Context: an optimization exercise on an open-source flow, tuned for small area, a short achievable clock period and few clock cycles. The choices shown serve that exercise and are no tape-out recipe.
For this run, only the layout was checked, not whether the RTL still works.
Power and IR drop assume default switching activity.

==> design/flow/design.v <==
module gbn_tx (
    input  wire         clk,
    input  wire         rst,           
    output wire         src_req,
    input  wire         src_valid,
    input  wire [15:0]  src_n,
    input  wire [63:0]  src_data,
    output wire         tx_valid,
    input  wire         tx_ready,
    output wire [15:0]  tx_len,
    output wire [127:0] tx_data,
    output wire         rx_req,
    input  wire         rx_valid,
    input  wire         rx_count,
    input  wire [15:0]  rx_len,
    input  wire [127:0] rx_data,
    output wire         tmr_req,
    input  wire         tmr_ack,
    output wire [1:0]   tmr_cmd,
    output wire [31:0]  tmr_arg,
    input  wire         tmr_expired,
    input  wire [1:0]   sta_addr,
    output reg  [31:0]  sta_data,
    output reg          trace_valid,
    output reg  [3:0]   trace_op,
    output wire         done,
    output wire         flt
);
    localparam integer W          = 8;
    localparam integer M          = 8;
    localparam integer FL         = 8 + M;    
    localparam [31:0]  TIMEOUT_MS = 32'd1000;
    localparam [1:0] CMD_QUERY = 2'd0, CMD_START = 2'd1, CMD_STOP = 2'd2, CMD_SETDUR = 2'd3;
    localparam [2:0] PH_INIT = 3'd0, PH_CHECK = 3'd1, PH_FILL = 3'd2, PH_DRAIN = 3'd3,
                     PH_TMO  = 3'd4, PH_HALT  = 3'd5, PH_FAULT = 3'd6;
    localparam [3:0] OP_INIT = 4'h0, OP_LOOP = 4'h1, OP_SENTINEL = 4'h2,
                     OP_FILL_SKIP = 4'h3, OP_FILL_SEND = 4'h4, OP_FILL_EOF = 4'h5,
                     OP_RX_NONE = 4'h6, OP_RX_DISCARD = 4'h7, OP_ACK_STALE = 4'h8,
                     OP_ACK_AHEAD = 4'h9, OP_ACK_PARTIAL = 4'hA, OP_ACK_DRAIN = 4'hB,
                     OP_TMO_NONE = 4'hC, OP_TMO_SPURIOUS = 4'hD, OP_TMO_RETX = 4'hE,
                     OP_NONE = 4'hF;
    localparam [1:0] FC_SEQ_EXHAUSTED = 2'd1, FC_SRC_OVERRUN = 2'd2;
    localparam [3:0] S_SETDUR = 4'd0,  S_STOP   = 4'd1,  S_CHECK  = 4'd2,  S_FILL   = 4'd3,
                     S_SRC    = 4'd4,  S_FTX    = 4'd5,  S_FSTART = 4'd6,  S_RX     = 4'd7,
                     S_ACKCMD = 4'd8,  S_TMO    = 4'd9,  S_RETX   = 4'd10, S_RSTART = 4'd11,
                     S_SENT   = 4'd12, S_HALT   = 4'd13, S_FAULT  = 4'd14;
    function [15:0] cksum;
        input [15:0] seq;
        input [15:0] ack;
        input [15:0] len;
        input [63:0] pay;
        reg   [31:0] sum;
        reg   [7:0]  hi, lo;
        integer      i;
        begin
            sum = {16'd0, seq} + {16'd0, ack} + {16'd0, len};
            for (i = 0; i < M; i = i + 2) begin
                hi = (i     < len) ? pay[8*i +: 8]     : 8'd0;
                lo = (i + 1 < len) ? pay[8*i + 8 +: 8] : 8'd0;
                sum = sum + {16'd0, hi, lo};
            end
            sum = {16'd0, sum[15:0]} + {16'd0, sum[31:16]};
            sum = {16'd0, sum[15:0]} + {16'd0, sum[31:16]};
            cksum = ~sum[15:0];
        end
    endfunction
    function [127:0] frame;
        input [15:0] seq;
        input [15:0] ack;
        input [15:0] ck;
        input [15:0] len;
        input [63:0] pay;
        begin
            frame = {pay, len[7:0], len[15:8], ck[7:0], ck[15:8],
                     ack[7:0], ack[15:8], seq[7:0], seq[15:8]};
        end
    endfunction
    reg [3:0]   st;
    reg [2:0]   phase;
    reg [15:0]  base;
    reg [15:0]  next_seq;
    reg         all_sent;
    reg         all_acked;
    reg         tmr_on;
    reg [1:0]   fault_code;
    reg [3:0]   last_op;
    reg [127:0] tx_buf;        
    reg [15:0]  tx_buf_len;
    reg [15:0]  retx_q;        
    reg [3:0]   ack_op;        
    reg [127:0] slot_frame [0:W-1];
    reg [15:0]  slot_len   [0:W-1];
    wire [2:0] retx_idx  = retx_q[2:0];      
    wire       in_retx   = (st == S_RETX);
    assign src_req  = (st == S_SRC);
    assign rx_req   = (st == S_RX);
    assign tx_valid = (st == S_FTX) || (st == S_SENT) || in_retx;
    assign tx_data  = in_retx ? slot_frame[retx_idx] : tx_buf;
    assign tx_len   = in_retx ? slot_len[retx_idx]   : tx_buf_len;
    assign tmr_req  = (st == S_SETDUR) || (st == S_STOP) || (st == S_FSTART) ||
                      (st == S_ACKCMD) || (st == S_TMO)  || (st == S_RSTART);
    assign tmr_cmd  = (st == S_SETDUR) ? CMD_SETDUR :
                      (st == S_STOP)   ? CMD_STOP   :
                      (st == S_TMO)    ? CMD_QUERY  :
                      (st == S_ACKCMD && ack_op == OP_ACK_DRAIN) ? CMD_STOP : CMD_START;
    assign tmr_arg  = (st == S_SETDUR) ? TIMEOUT_MS : 32'd0;
    assign done = (phase == PH_HALT);
    assign flt  = (phase == PH_FAULT);
    wire [1:0] top_state = !all_sent ? 2'd0 : (all_acked ? 2'd2 : 2'd1);
    always @(*) begin
        case (sta_addr)
            2'd0: sta_data = {M[15:0], W[15:0]};
            2'd1: sta_data = {next_seq, base};
            2'd2: sta_data = {18'd0, last_op, top_state, fault_code, tmr_on,
                              all_acked, all_sent, phase};
            default: sta_data = TIMEOUT_MS;
        endcase
    end
    wire [15:0] rx_seq  = {rx_data[7:0],   rx_data[15:8]};
    wire [15:0] rx_ack  = {rx_data[23:16], rx_data[31:24]};
    wire [15:0] rx_ck   = {rx_data[39:32], rx_data[47:40]};
    wire [15:0] rx_plen = {rx_data[55:48], rx_data[63:56]};
    wire [63:0] rx_pay  = rx_data[127:64];
    wire rx_wellformed = (rx_len >= 16'd8) && (rx_plen <= M) &&
                         ({1'b0, rx_len} >= {1'b0, rx_plen} + 17'd8) && (rx_len <= FL);
    wire rx_accepted   = rx_wellformed && (cksum(rx_seq, rx_ack, rx_plen, rx_pay) == rx_ck);
    wire [16:0] rx_ack_p1 = {1'b0, rx_ack} + 17'd1;
    wire [15:0] new_ck    = cksum(next_seq, 16'd0, src_n, src_data);
    wire [127:0] new_frame = frame(next_seq, 16'd0, new_ck, src_n, src_data);
    wire [15:0] in_flight = next_seq - base;
    wire        room      = (in_flight < W);
    always @(posedge clk) begin
        if (rst) begin
            st          <= S_SETDUR;
            phase       <= PH_INIT;
            base        <= 16'd1;
            next_seq    <= 16'd1;
            all_sent    <= 1'b0;
            all_acked   <= 1'b0;
            tmr_on      <= 1'b0;
            fault_code  <= 2'd0;
            last_op     <= OP_NONE;
            trace_valid <= 1'b0;
            trace_op    <= OP_NONE;
            tx_buf      <= 128'd0;
            tx_buf_len  <= 16'd0;
            retx_q      <= 16'd0;
            ack_op      <= OP_NONE;
        end else begin
            trace_valid <= 1'b0;
            case (st)
                S_SETDUR: if (tmr_ack) st <= S_STOP;
                S_STOP: if (tmr_ack) begin
                    tmr_on      <= 1'b0;
                    phase       <= PH_CHECK;
                    st          <= S_CHECK;
                    last_op     <= OP_INIT;
                    trace_valid <= 1'b1;
                    trace_op    <= OP_INIT;
                end
                S_CHECK: begin
                    if (all_sent && all_acked) begin
                        tx_buf     <= frame(next_seq, 16'd0,
                                            cksum(next_seq, 16'd0, 16'd0, 64'd0),
                                            16'd0, 64'd0);
                        tx_buf_len <= 16'd8;
                        st         <= S_SENT;
                    end else begin
                        phase       <= PH_FILL;
                        st          <= S_FILL;
                        last_op     <= OP_LOOP;
                        trace_valid <= 1'b1;
                        trace_op    <= OP_LOOP;
                    end
                end
                S_SENT: if (tx_ready) begin
                    phase       <= PH_HALT;
                    st          <= S_HALT;
                    last_op     <= OP_SENTINEL;
                    trace_valid <= 1'b1;
                    trace_op    <= OP_SENTINEL;
                end
                S_FILL: begin
                    if (all_sent || !room) begin
                        phase       <= PH_DRAIN;
                        st          <= S_RX;
                        last_op     <= OP_FILL_SKIP;
                        trace_valid <= 1'b1;
                        trace_op    <= OP_FILL_SKIP;
                    end else begin
                        st <= S_SRC;
                    end
                end
                S_SRC: if (src_valid) begin
                    if (src_n == 16'd0) begin
                        all_sent    <= 1'b1;
                        if (base == next_seq) all_acked <= 1'b1;
                        phase       <= PH_DRAIN;
                        st          <= S_RX;
                        last_op     <= OP_FILL_EOF;
                        trace_valid <= 1'b1;
                        trace_op    <= OP_FILL_EOF;
                    end else if (src_n > M || next_seq == 16'hFFFF) begin
                        fault_code  <= (src_n > M) ? FC_SRC_OVERRUN : FC_SEQ_EXHAUSTED;
                        phase       <= PH_FAULT;
                        st          <= S_FAULT;
                        last_op     <= OP_FILL_SEND;
                        trace_valid <= 1'b1;
                        trace_op    <= OP_FILL_SEND;
                    end else begin
                        tx_buf     <= new_frame;
                        tx_buf_len <= src_n + 16'd8;
                        st         <= S_FTX;
                    end
                end
                S_FTX: if (tx_ready) begin
                    slot_frame[next_seq[2:0]] <= tx_buf;
                    slot_len[next_seq[2:0]]   <= tx_buf_len;
                    if (base == next_seq) begin
                        st <= S_FSTART;
                    end else begin
                        next_seq    <= next_seq + 16'd1;
                        st          <= S_FILL;
                        last_op     <= OP_FILL_SEND;
                        trace_valid <= 1'b1;
                        trace_op    <= OP_FILL_SEND;
                    end
                end
                S_FSTART: if (tmr_ack) begin
                    tmr_on      <= 1'b1;
                    next_seq    <= next_seq + 16'd1;
                    st          <= S_FILL;
                    last_op     <= OP_FILL_SEND;
                    trace_valid <= 1'b1;
                    trace_op    <= OP_FILL_SEND;
                end
                S_RX: if (rx_valid) begin
                    if (!rx_count) begin
                        phase       <= PH_TMO;
                        st          <= S_TMO;
                        last_op     <= OP_RX_NONE;
                        trace_valid <= 1'b1;
                        trace_op    <= OP_RX_NONE;
                    end else if (!rx_accepted) begin
                        last_op     <= OP_RX_DISCARD;
                        trace_valid <= 1'b1;
                        trace_op    <= OP_RX_DISCARD;
                    end else if (rx_ack < base) begin
                        last_op     <= OP_ACK_STALE;
                        trace_valid <= 1'b1;
                        trace_op    <= OP_ACK_STALE;
                    end else if (rx_ack >= next_seq) begin
                        last_op     <= OP_ACK_AHEAD;
                        trace_valid <= 1'b1;
                        trace_op    <= OP_ACK_AHEAD;
                    end else begin
                        base   <= rx_ack_p1[15:0];
                        ack_op <= (rx_ack_p1[15:0] == next_seq) ? OP_ACK_DRAIN : OP_ACK_PARTIAL;
                        st     <= S_ACKCMD;
                    end
                end
                S_ACKCMD: if (tmr_ack) begin
                    if (ack_op == OP_ACK_DRAIN) begin
                        tmr_on <= 1'b0;
                        if (all_sent) all_acked <= 1'b1;
                    end else begin
                        tmr_on <= 1'b1;
                    end
                    st          <= S_RX;
                    last_op     <= ack_op;
                    trace_valid <= 1'b1;
                    trace_op    <= ack_op;
                end
                S_TMO: if (tmr_ack) begin
                    if (!tmr_expired || base == next_seq) begin
                        phase       <= PH_CHECK;
                        st          <= S_CHECK;
                        last_op     <= tmr_expired ? OP_TMO_SPURIOUS : OP_TMO_NONE;
                        trace_valid <= 1'b1;
                        trace_op    <= tmr_expired ? OP_TMO_SPURIOUS : OP_TMO_NONE;
                    end else begin
                        retx_q <= base;
                        st     <= S_RETX;
                    end
                end
                S_RETX: if (tx_ready) begin
                    if (retx_q + 16'd1 == next_seq) st <= S_RSTART;
                    else                            retx_q <= retx_q + 16'd1;
                end
                S_RSTART: if (tmr_ack) begin
                    tmr_on      <= 1'b1;
                    phase       <= PH_CHECK;
                    st          <= S_CHECK;
                    last_op     <= OP_TMO_RETX;
                    trace_valid <= 1'b1;
                    trace_op    <= OP_TMO_RETX;
                end
                default: ;    
            endcase
        end
    end
endmodule
==> design/flow/run.sh <==
#!/bin/bash
# synth_recipe.tcl (not shown) runs the flow's synth.tcl, then flattens the netlist and writes it again
# the make line also repeats each setting of config.mk as NAME=value (left out here)
make -C /OpenROAD-flow-scripts/flow DESIGN_CONFIG=/design/flow/config.mk WORK_HOME=/design/flow/orfs CLKGATE_MAP_FILE= SYNTH_SCRIPT=/design/flow/synth_recipe.tcl finish
==> design/flow/config.mk <==
export PLATFORM = sky130hd
export DESIGN_NAME = gbn_tx
export DESIGN_NICKNAME = gbn_tx
export VERILOG_FILES = /design/flow/design.v
export SDC_FILE = /design/flow/constraint.sdc
export NUM_CORES = 4
export LEC_CHECK = 0
export CAP_MARGIN = 20
export CORE_MARGIN = 2
export CORE_UTILIZATION = 40
export SLEW_MARGIN = 20
==> design/flow/constraint.sdc <==
create_clock -name core_clock -period 13.0 [get_ports {clk}]
set_input_delay 2.6000 -clock core_clock [delete_from_list [all_inputs] [get_ports {clk}]]
set_output_delay 2.6000 -clock core_clock [all_outputs]
set_load 0.01 [all_outputs]
==> metrics.md <==
| Metric | Value |
|---|---|
| Status | no timing/DRC/antenna violations |
| Row count | 139 |
| RSZ-0062 raised after global routing | no |
| Worst slew pin tran | 1.15 ns |
| Worst setup skew after layout | 0.0581 ns |
| Initial Util | 0.402 |
| Synth area leaders | edfxtp_1 (52%), mux4_2 (9.8%), dfxtp_1 (6.8%), fa_1 (5.0%), mux2i_1 (2.8%) |
| Final period util | 0.937 |
| CP max FO | 18 |
| Final worst slack | 0.824 ns |
| WP data arrival | 12.80 ns |
| Final Slew Violations | 0 |
| First-pass GRT wire length | 249000 microns |
| Setup violators final | 0 |
| Clock Path Buffers | 3 |
| Avg Cell Area, Syn | 14.0 sq um |
| Power Dens Cells | 167 nW/um^2 |
| I/O Pins | 455 |
| Number of buffers added on ports | 412 |
| Drt initial violations | 3225 |
| Final hold vios | 0 |
| Worst hold path type | reg2reg |
| Post-synthesis cell count | 4126 |
| Largest net degree at the start of global routing | 169 |
| DR DRC count | 0 |
| Worst EP required | 13.63 ns |
| Clk Latency, worst-skew pair | 0.76 ns |
| Setup repair bufs after CTS | 0 |
| Placed inst area | 64600 sq um |
| Max Cap Viol | 0 |
| Drt via density | 5.44 |
| Post-synth top area share | 0.521 |
| Mapped cell area | 57700 sq um |
| WS Path Type | in2reg |
| Final min period | 12.18 ns |
| CTS tree | yes |
| P_leak | 23.5 nW |
| Number of global-route vias before repair | 36500 |
| Routed WL per cell | 25.9 microns |
| Layout Nets | 5089 |
| Largest area contributor in the synthesized netlist | edfxtp_1 |
| Max-slew headroom | 0.233 |
| Hold WS | 0.497 ns |
| Synthesis-stage register bit count | 1195 |
| Asr flop ratio synth | 0 |
| Critical Path Slowest Stage Cell | fa_1 |
| CTS root buffer | clkbuf_16 |
| Die Area | 147000 sq um |
| Layout Utilization | 0.478 |
| Pre-CTS setup slack | -0.429 ns |
| HPWL Detailed | 115000 microns |
| Max VDD drop | 0.195 mV |
| FMAX | 0.0821 GHz |
| Most common library cell in the layout ignoring fill and taps | edfxtp_1 |
| Critical Path Source Type | primary input |
| CORE AREA | 143000 sq um |
| Most frequent cells in the layout | edfxtp_1 (1000), clkdlybuf4s50_1 (411), nand2_1 (396), mux4_2 (250), inv_1 (239) |
| Final instance area | 68600 sq um |
| Number of synthesized flops with an enable pin | 1000 |
| Final ANT Viol Nets | 0 |
| CP peak stage delay | 0.53 ns |
| Distinct cell type count after synthesis | 103 |
| H-tree Lvls | 3 |
| Detailed Route WL | 171000 microns |
| TritonRoute pass-1 iters | 6 |
| Clock slew at reported path FFs | 0.07 ns |
| Die span in y | 384 microns |
| Hold buffers post-CTS | 0 |
| Fillers | 12600 |
| Gr ovfl total | 0 |
| Clock buffer count from CTS | 115 |
| GPL Wtd Cong | 0.981 |
| All-Layer GR Usage | 0.231 |
| Initial antenna violation count | 30 |
| Post-synthesis sequential area ratio | 0.588 |
| Ys Warns | 1 |
| CP dominant cell by count | inv_1 |
| Main synth FF type | edfxtp_1 |
| Vias | 36000 |
| Layout cells sized above 1 | 0.142 |
| Clock sinks | 1195 |
| Die X | 384 microns |
| CP Capture Type | flip-flop |
| Area grow syn2layout | 18.9% |
| Final Power | 11.5 mW |
[power breakdown]
group          switching [mW]  internal (mW)  total [mW]  leakage [nW]
combinational            2.33           1.59        3.91          10.8
sequential            0.00958           4.10        4.10          10.9
clock                    1.47           1.96        3.43          1.90
total                    3.81           7.64        11.5          23.5
[logic make-up after synthesis]
family,after synthesis,share of synthesized area
DFF,1195,0.588
and+or+nand+nor,999,0.0830
AOI/OAI and AO/OA,590,0.0646
buffers and inverters,504,0.0369
muxes,413,0.126
adders and majority gates,260,0.0752
xor gates and xnor gates,164,0.0259
other,1,0.0000650
[worst paths after layout]
kind,start,to,slack [ns],depth (start not counted)
max reg2reg,next_seq[2],tx_buf[38],4.26,33
min,fault_code[0],fault_code[0],0.50,2
max,rx_data[48],base[3],0.82,47
min reg2reg,fault_code[0],fault_code[0],0.50,2
[area by class of cell]
cell class                      instances  area (sq um)  area share
Tap cell                             1903          2380      0.0347
Clock buffer                          154          3170      0.0462
Antenna cell                           11          27.5    0.000401
Clock inverter                         65           742      0.0108
Timing Repair Buffer                  572          5460      0.0796
Inverter                              243           915      0.0133
Sequential cell                      1195         33900       0.495
Multi-Input combinational cell       2468         21900       0.320
[through the flow]
step                      setup TNS (ns)  std cells
after floorplan                        0       4167
after global placement             -2.51       6378
after detailed placement           -9.96       6381
after CTS                              0       6600
after global routing                   0       6610
final                                  0       6611
[per-layer routing]
| layer | wire length [microns] | up-vias | track usage |
|---|---|---|---|
| met2 | 84100 | 1146 | 0.387 |
| met4 | 6200 | 36 | 0.0901 |
| met1 | 71300 | 18300 | 0.301 |
| li1 | - | 16200 | - |
| met3 | 9490 | 282 | 0.0368 |
| met5 | 230 | - | 0 |
[worst max-delay path: cells and delay by family]
kind / cells / cell delay, ns
AO/OA/AOI/OAI: 11 / 2.17
buffers and inverters: 9 / 1.19
AND/OR/NAND/NOR: 15 / 2.79
multiplexers: 2 / 0.37
adder cells (fa/ha/maj): 8 / 3.24
XOR/XNOR: 2 / 0.40
[registers in the layout, summed over array words and instances (netlist names), named ones only]
signal and count:
st 4, tx_buf_len 16, tx_buf 109, slot_frame 872, retx_q 16, trace_valid 1
all_sent 1, ack_op 2, next_seq 16, phase 3, fault_code 2, tmr_on 1
slot_len 128, base 16, all_acked 1, trace_op 4
[repair_timing]
action / 4_1_cts / 5_1_grt
gates resized for setup: 0 / 11
setup endpoints to repair: 0 / 27
endpoints found under the hold margin: 0 / 0
[synth_stat cells, drive strengths merged, types with 74 or more instances]
cell type,instances
a21oi,167
and2,74
buf,97
clkbuf,164
dfxtp,195
edfxtp,1000
fa,144
ha,116
inv,240
mux2i,161
mux4,250
nand2,396
nand3,138
nor2,150
o21ai,204
xnor2,114

separate check: timing with driven ports:
Ports are ideal in the flow. The routed layout listed here was re-timed in OpenROAD. Step 1 assumes that a clkbuf_16 drives the clock port and a buf_2 every other input. Step 2, shift: input delay + t, output delay - t, t = (earliest + latest rising clock arrival at the registers) / 2. This alone moves slack from input paths to output paths. a / b / c = ideal / step 1 / step 2; a / b = the first two.
shift t [ns]: 0.803
setup slack, ns: 0.824 / 0.869 / 0.066
clock arrival spread, ns: 0.059 / 0.059
After both steps this run still meets setup and hold. For this run, drivers alone change the setup slack by +0.045 ns; drivers and shift together by -0.758 ns.
